Source: an optimization exercise on an open RTL-to-GDS flow (aim: small area, a short achievable clock period and few clock cycles per item). Production flows keep margins and buffers that such runs may drop.
In this exercise RTL edits were held to simulation tests only and were not proved equivalent to the original.

==> flow/design.v (excerpt) <==
module cpds_comp (
    input  wire         clk,
    input  wire         rst,         
    input  wire         start,
    input  wire [207:0] cal_a,       
    input  wire [55:0]  cal_b,       
    input  wire [63:0]  raw,         
    input  wire [31:0]  p_offset,    
    output wire         ready,
    output reg          done,
    output wire [31:0]  t_fine,
    output wire [31:0]  t_out,
    output wire [31:0]  t_int,
    output reg  [7:0]   t_frac,
    output reg  [31:0]  p_q24_8,
    output wire [23:0]  p_pa,
    output reg  [31:0]  p_int,
    output reg  [6:0]   p_frac,
    output reg          p_undef,
    output reg  [16:0]  h_q22_10,
    output reg  [13:0]  h_hund,
    output reg  [6:0]   h_int,
    output reg  [6:0]   h_frac
);
    wire [15:0] dig_t1 = {cal_a[15:8],    cal_a[7:0]};
    wire [15:0] dig_t2 = {cal_a[31:24],   cal_a[23:16]};
    wire [15:0] dig_t3 = {cal_a[47:40],   cal_a[39:32]};
    wire [15:0] dig_p1 = {cal_a[63:56],   cal_a[55:48]};
    wire [15:0] dig_p2 = {cal_a[79:72],   cal_a[71:64]};
    wire [15:0] dig_p3 = {cal_a[95:88],   cal_a[87:80]};
    wire [15:0] dig_p4 = {cal_a[111:104], cal_a[103:96]};
    wire [15:0] dig_p5 = {cal_a[127:120], cal_a[119:112]};
    wire [15:0] dig_p6 = {cal_a[143:136], cal_a[135:128]};
    wire [15:0] dig_p7 = {cal_a[159:152], cal_a[151:144]};
    wire [15:0] dig_p8 = {cal_a[175:168], cal_a[167:160]};
    wire [15:0] dig_p9 = {cal_a[191:184], cal_a[183:176]};
    wire [7:0]  dig_h1 = cal_a[207:200];
    wire [15:0] dig_h2 = {cal_b[15:8], cal_b[7:0]};
    wire [7:0]  dig_h3 = cal_b[23:16];
    wire [11:0] dig_h4 = {cal_b[31:24], cal_b[35:32]};
    wire [11:0] dig_h5 = {cal_b[47:40], cal_b[39:36]};
    wire [7:0]  dig_h6 = cal_b[55:48];
    wire [19:0] adc_p = {raw[7:0],   raw[15:8],  raw[23:20]};
    wire [19:0] adc_t = {raw[31:24], raw[39:32], raw[47:44]};
    wire [15:0] adc_h = {raw[55:48], raw[63:56]};
    localparam integer
        S_IDLE = 0,
        S_T1   = 1,
        S_T2   = 2,
        S_T3A  = 3,
        S_T3B  = 4,
        S_Q1   = 5,
        S_Q2   = 6,
        S_V1   = 7,
        S_V2   = 8,
        S_V3   = 9,
  ...
Size: about 7900 cells after synthesis, roughly 610 I/O pins, ~65000 um^2 of cells after synthesis.
clock: 22.0 ns
lec_check: 0
cap_margin: 40
cell_pad_in_sites_detail_placement: 1
cell_pad_in_sites_global_placement: 2
core_margin: 2
core_utilization: 35
place_density: 0.5
slew_margin: 40
standard.sh (not shown) runs the stock make flow with config.mk's settings and CLKGATE_MAP_FILE= SYNTH_SCRIPT=/design/flow/synth_recipe.tcl, a recipe that flattens the netlist after the stock synthesis.
==> flow/flow/run.sh <==
#!/bin/bash
# The standard layout (standard.sh) with two changes to how it is made:
# ORFS timing repair is asked for extra setup margin, so that it shortens
# paths below the clock period, and the port buffers are plain buf_1 cells.
# The SDC, the clock period and the design's constraints are unchanged.
set -euo pipefail
bash standard.sh SETUP_SLACK_MARGIN=15 "BUFFER_PORTS_ARGS=-buffer_cell sky130_fd_sc_hd__buf_1" finish > standard_run.log 2>&1
The first run produced a clean layout.
Testbench counts at the start, summed over its fixed seeds: cycles 18,219, items 384.
Edit:
==> flow/run.sh (new file) <==
#!/bin/bash
# synth_recipe.tcl (not shown) runs the flow's synth.tcl, then flattens the netlist and writes it again
# the make line also repeats each setting of config.mk as NAME=value (left out here)
make -C /OpenROAD-flow-scripts/flow DESIGN_CONFIG=/design/flow/config.mk WORK_HOME=/design/flow/orfs CLKGATE_MAP_FILE= SYNTH_SCRIPT=/design/flow/synth_recipe.tcl finish
--- a/flow/config.mk
+++ b/flow/config.mk
@@ -13,2 +13,3 @@
 export PLACE_DENSITY = 0.5
+export SETUP_SLACK_MARGIN = 5
 export SLEW_MARGIN = 40
removed: flow/flow/run.sh
removed: flow/standard.sh
What happened:
- via count came out lower by a few percent
- count of clock-buffer cells in the layout shrinks by 9
- register-to-register slack loses 2400 ps
- global-route usage went down by 1.2 points
- maximum frequency decreases by a quarter to a third
- sequential cell count stays the same

========
cpds_comp, a different RTL version from the one above (not shown whole).
Size: about 7600 cells after synthesis, ~630 flip-flops, about 610 I/O pins.
==> flow/config.mk <==
export PLATFORM = sky130hd
export DESIGN_NAME = cpds_comp
export DESIGN_NICKNAME = cpds_comp
export VERILOG_FILES = /design/flow/design.v
export SDC_FILE = /design/flow/constraint.sdc
export NUM_CORES = 4
export LEC_CHECK = 0
export CAP_MARGIN = 20
export CELL_PAD_IN_SITES_DETAIL_PLACEMENT = 1
export CELL_PAD_IN_SITES_GLOBAL_PLACEMENT = 2
export CORE_MARGIN = 2
export CORE_UTILIZATION = 35
export CTS_BUF_LIST = sky130_fd_sc_hd__clkbuf_8 sky130_fd_sc_hd__clkbuf_4
export PLACE_DENSITY = 0.5
export SLEW_MARGIN = 20
==> flow/constraint.sdc <==
create_clock -name core_clock -period 22.0 [get_ports {clk}]
set_input_delay 4.4000 -clock core_clock [delete_from_list [all_inputs] [get_ports {clk}]]
set_output_delay 4.4000 -clock core_clock [all_outputs]
set_load 0.01 [all_outputs]
==> flow/flow/run.sh <==
#!/bin/bash
# The standard layout (standard.sh) with two changes to how it is made:
# ORFS timing repair is asked for extra setup margin, so that it shortens
# paths below the clock period, and the port buffers are plain buf_1 cells.
# The SDC, the clock period and the design's constraints are unchanged.
set -euo pipefail
bash standard.sh SETUP_SLACK_MARGIN=15 "BUFFER_PORTS_ARGS=-buffer_cell sky130_fd_sc_hd__buf_1" finish > standard_run.log 2>&1
Testbench counts at the start, summed over its fixed seeds: cycles 18,603, items 384.
Rerun with:
- CELL_PAD_IN_SITES_DETAIL_PLACEMENT: 1 -> not set
- CELL_PAD_IN_SITES_GLOBAL_PLACEMENT: 2 -> not set
- CORE_UTILIZATION: 35 -> 30
- CTS_BUF_LIST: sky130_fd_sc_hd__clkbuf_8 sky130_fd_sc_hd__clkbuf_4 -> not set
The new run finished but failed the layout checks on capacitance limit, slew limit.
Cell area came out lower slightly.
Cell count came out higher by a few percent.
Via count came out lower by a few percent.
Die area came out higher by about a fifth.

## re-timing with driven ports
In the flow no input, the clock included, has a driving cell. The finished layouts below were timed again as built, in two steps. Step 1 (the two cells are an assumption about what drives the block):
set clk [get_ports {clk}]
set_driving_cell -lib_cell sky130_fd_sc_hd__clkbuf_16 $clk
set_driving_cell -lib_cell sky130_fd_sc_hd__buf_2 [delete_from_list [all_inputs] $clk]
Step 2 adds t to the input delays and takes it off the output delays; t is the mean of the earliest and latest rising clock arrival at the registers after step 1. Input paths then give back, and output paths get back, about the clock's delay inside the block. Three values: ideal ports, drivers, drivers and shift; two values: the first two.
| run | shift t [ns] | setup WS [ns] | pins driven straight from the clock port |
|---|---|---|---|
| the first run of note 1 | 0.833 | 13.912 / 13.912 / 13.390 | 1 |
| the second run of note 1 | 0.841 | 11.466 / 11.466 / 11.466 | 1 |
| the first run of note 2 | 1.006 | 14.109 / 14.109 / 13.375 | 1 |
| the second run of note 2 | 0.821 | 14.218 / 14.218 / 13.679 | 1 |
For the first run of note 2, which loses most, drivers alone change the setup slack by 0.000 ns; drivers and shift together by -0.734 ns.
